From an optimization exercise on the open Yosys and OpenROAD flow, aimed at small area; shortcuts taken in it are not production practice. Only simulation tests tie the RTL to the original design; equivalence was not proved. Power and IR drop assume default switching activity.

Setup of run 4:
## lcd_hd44780
module lcd_hd44780 (
    input  wire       clk,
    input  wire       rst,           
    input  wire       f_wr,
    input  wire       f_e,
    input  wire       f_rs,
    input  wire       f_rw,
    input  wire [7:0] gp_data,
    input  wire       dirty_rd,      
    input  wire       host_sel,      
    input  wire [5:0] host_addr,
    output wire [7:0] host_data,
    output reg        dirty_lcd,
    output reg        dirty_cgram,
    output reg        rd_valid,
    output reg  [7:0] rd_data,
    output reg        fault,
    output wire [2:0] fault_code,
    output wire [7:0] fault_info,
    output reg  [6:0] cursor_addr,
    output reg        disp_on,
    output reg        cursor_on,
    output reg        blink_on,
    output reg        entry_shift,
    output reg        fs_dl8,
    output reg        fs_lines2,
    output reg        fs_font,
    output reg  [1:0] fs_table
);
export LEC_CHECK = 0
export CAP_MARGIN = 20
export CORE_MARGIN = 2
export CORE_UTILIZATION = 65
export SLEW_MARGIN = 20
export SYNTH_HIERARCHICAL = 1
export SYNTH_MINIMUM_KEEP_SIZE = 0
create_clock -name core_clock -period 15.0 [get_ports {clk}]
standard.sh (not shown) runs the stock make flow with config.mk's settings and CLKGATE_MAP_FILE= SYNTH_SCRIPT=/design/flow/synth_recipe.tcl, a recipe that flattens the netlist after the stock synthesis.
==> flow/flow/run.sh <==
#!/bin/bash
# Layout flow: the standard flow (standard.sh) with
#  * an area-oriented ABC mapping script in synthesis, and adders left to
#    ABC instead of the full/half-adder cell map (registers, their names
#    and the rest of the synthesis script are unchanged),
#  * port buffers from the smallest buffer cell,
#  * a clock tree of small clock buffers without dummy loads.
# Each tool's output goes to the ORFS logs under orfs/logs and to standard.log.
set -euo pipefail
here=$(pwd)

# use the area ABC script for the technology mapping step of synthesis
{
  head -n 1 synth_recipe.tcl
  cat <<EOT
proc abc {args} {
  set i [lsearch -exact \$args -script]
  if {\$i >= 0} { lset args [expr {\$i + 1}] $here/flow/abc_area.script }
  yosys abc {*}\$args
}
EOT
  tail -n +2 synth_recipe.tcl
} > synth_recipe_area.tcl
sed "s|SYNTH_SCRIPT=[^ ]*synth_recipe.tcl|SYNTH_SCRIPT=$here/synth_recipe_area.tcl|" standard.sh > standard_area.sh

bash standard_area.sh \
  "ADDER_MAP_FILE=" \
  "BUFFER_PORTS_ARGS=-buffer_cell sky130_fd_sc_hd__buf_1" \
  "CTS_ARGS=-sink_clustering_enable -repair_clock_nets -dont_use_dummy_load -buf_list sky130_fd_sc_hd__clkbuf_8 -sink_clustering_size 16 -sink_clustering_max_diameter 50" \
  finish > standard.log 2>&1
==> flow/flow/abc_area.script <==
&get -n
&st
&dc2
&dch -f
&nf -R 1000
&put
topo
dnsize
Run 4 completed every stage of the flow, and the final layout passed the timing, design-rule and antenna checks.
Inputs modified between run 4 and run 3:
==> flow/flow/run.sh <==
#!/bin/bash
# Layout flow: the standard flow (standard.sh) with
#  * an area-oriented ABC mapping script in synthesis (registers, their
#    names and the rest of the synthesis script are unchanged),
#  * port buffers from the smallest buffer cell,
#  * a clock tree of small clock buffers without dummy loads.
# Each tool's output goes to the ORFS logs under orfs/logs and to standard.log.
set -euo pipefail
here=$(pwd)

# use the area ABC script for the technology mapping step of synthesis
{
  head -n 1 synth_recipe.tcl
  cat <<EOT
proc abc {args} {
  set i [lsearch -exact \$args -script]
  if {\$i >= 0} { lset args [expr {\$i + 1}] $here/flow/abc_area.script }
  yosys abc {*}\$args
}
EOT
  tail -n +2 synth_recipe.tcl
} > synth_recipe_area.tcl
sed "s|SYNTH_SCRIPT=[^ ]*synth_recipe.tcl|SYNTH_SCRIPT=$here/synth_recipe_area.tcl|" standard.sh > standard_area.sh

bash standard_area.sh \
  "BUFFER_PORTS_ARGS=-buffer_cell sky130_fd_sc_hd__buf_1" \
  "CTS_ARGS=-sink_clustering_enable -repair_clock_nets -dont_use_dummy_load -buf_list sky130_fd_sc_hd__clkbuf_8 -sink_clustering_size 16 -sink_clustering_max_diameter 50" \
  finish > standard.log 2>&1
==> flow/flow/abc_area.script <==
&get -n
&st
&dch
&nf
&put
topo
dnsize
### Flow results
- Minimum clock period after layout: run 3 vs run 4 down 0.23 ns
- Relative to run 4, the first-pass GRT wire length measured on run 3 has decreased by a few percent.
- The higher clock network fraction of design power came out of run 4.
- Comparing run 4 and run 3, the higher worst slack at placement was measured on run 4.
- Delta (run 3 minus run 4): die area went up 1.8%; register-to-register slack saw an increase; area growth from synthesis to layout closely matched the old numbers; HPWL reported at the end of detailed placement increased about 0.34%; slew of the pin with the lowest slew margin fell by 0.11 ns.
- Compared to run 4, run 3 has ratio of final minimum period to clock period 1.5 points lower.

## static timing again, ports no longer ideal
The results above use ideal ports. As a check the final layouts listed here were re-extracted and re-timed, cells and wires unchanged.
Step 1: set_driving_cell puts a clkbuf_16 on clk and a buf_2 on each other input, an assumption about the parent block.
Step 2, shift: input delay + t, output delay - t, t = (earliest + latest rising clock arrival at the registers) / 2. This alone moves slack from input paths to output paths.
Three values: ideal ports, drivers, drivers and shift; two values: the first two.
| run | t, ns | setup WS [ns] | worst slew at a driven data input, ns |
|---|---|---|---|
| run 4 | 0.742 | 2.439 / 2.416 / 2.416 | 0.04 |
| run 3 | 0.724 | 2.670 / 2.628 / 2.628 | 0.06 |
After both steps every run listed still meets setup and hold. For run 3, which loses most, drivers alone change the setup slack by -0.042 ns; drivers and shift together by -0.042 ns.
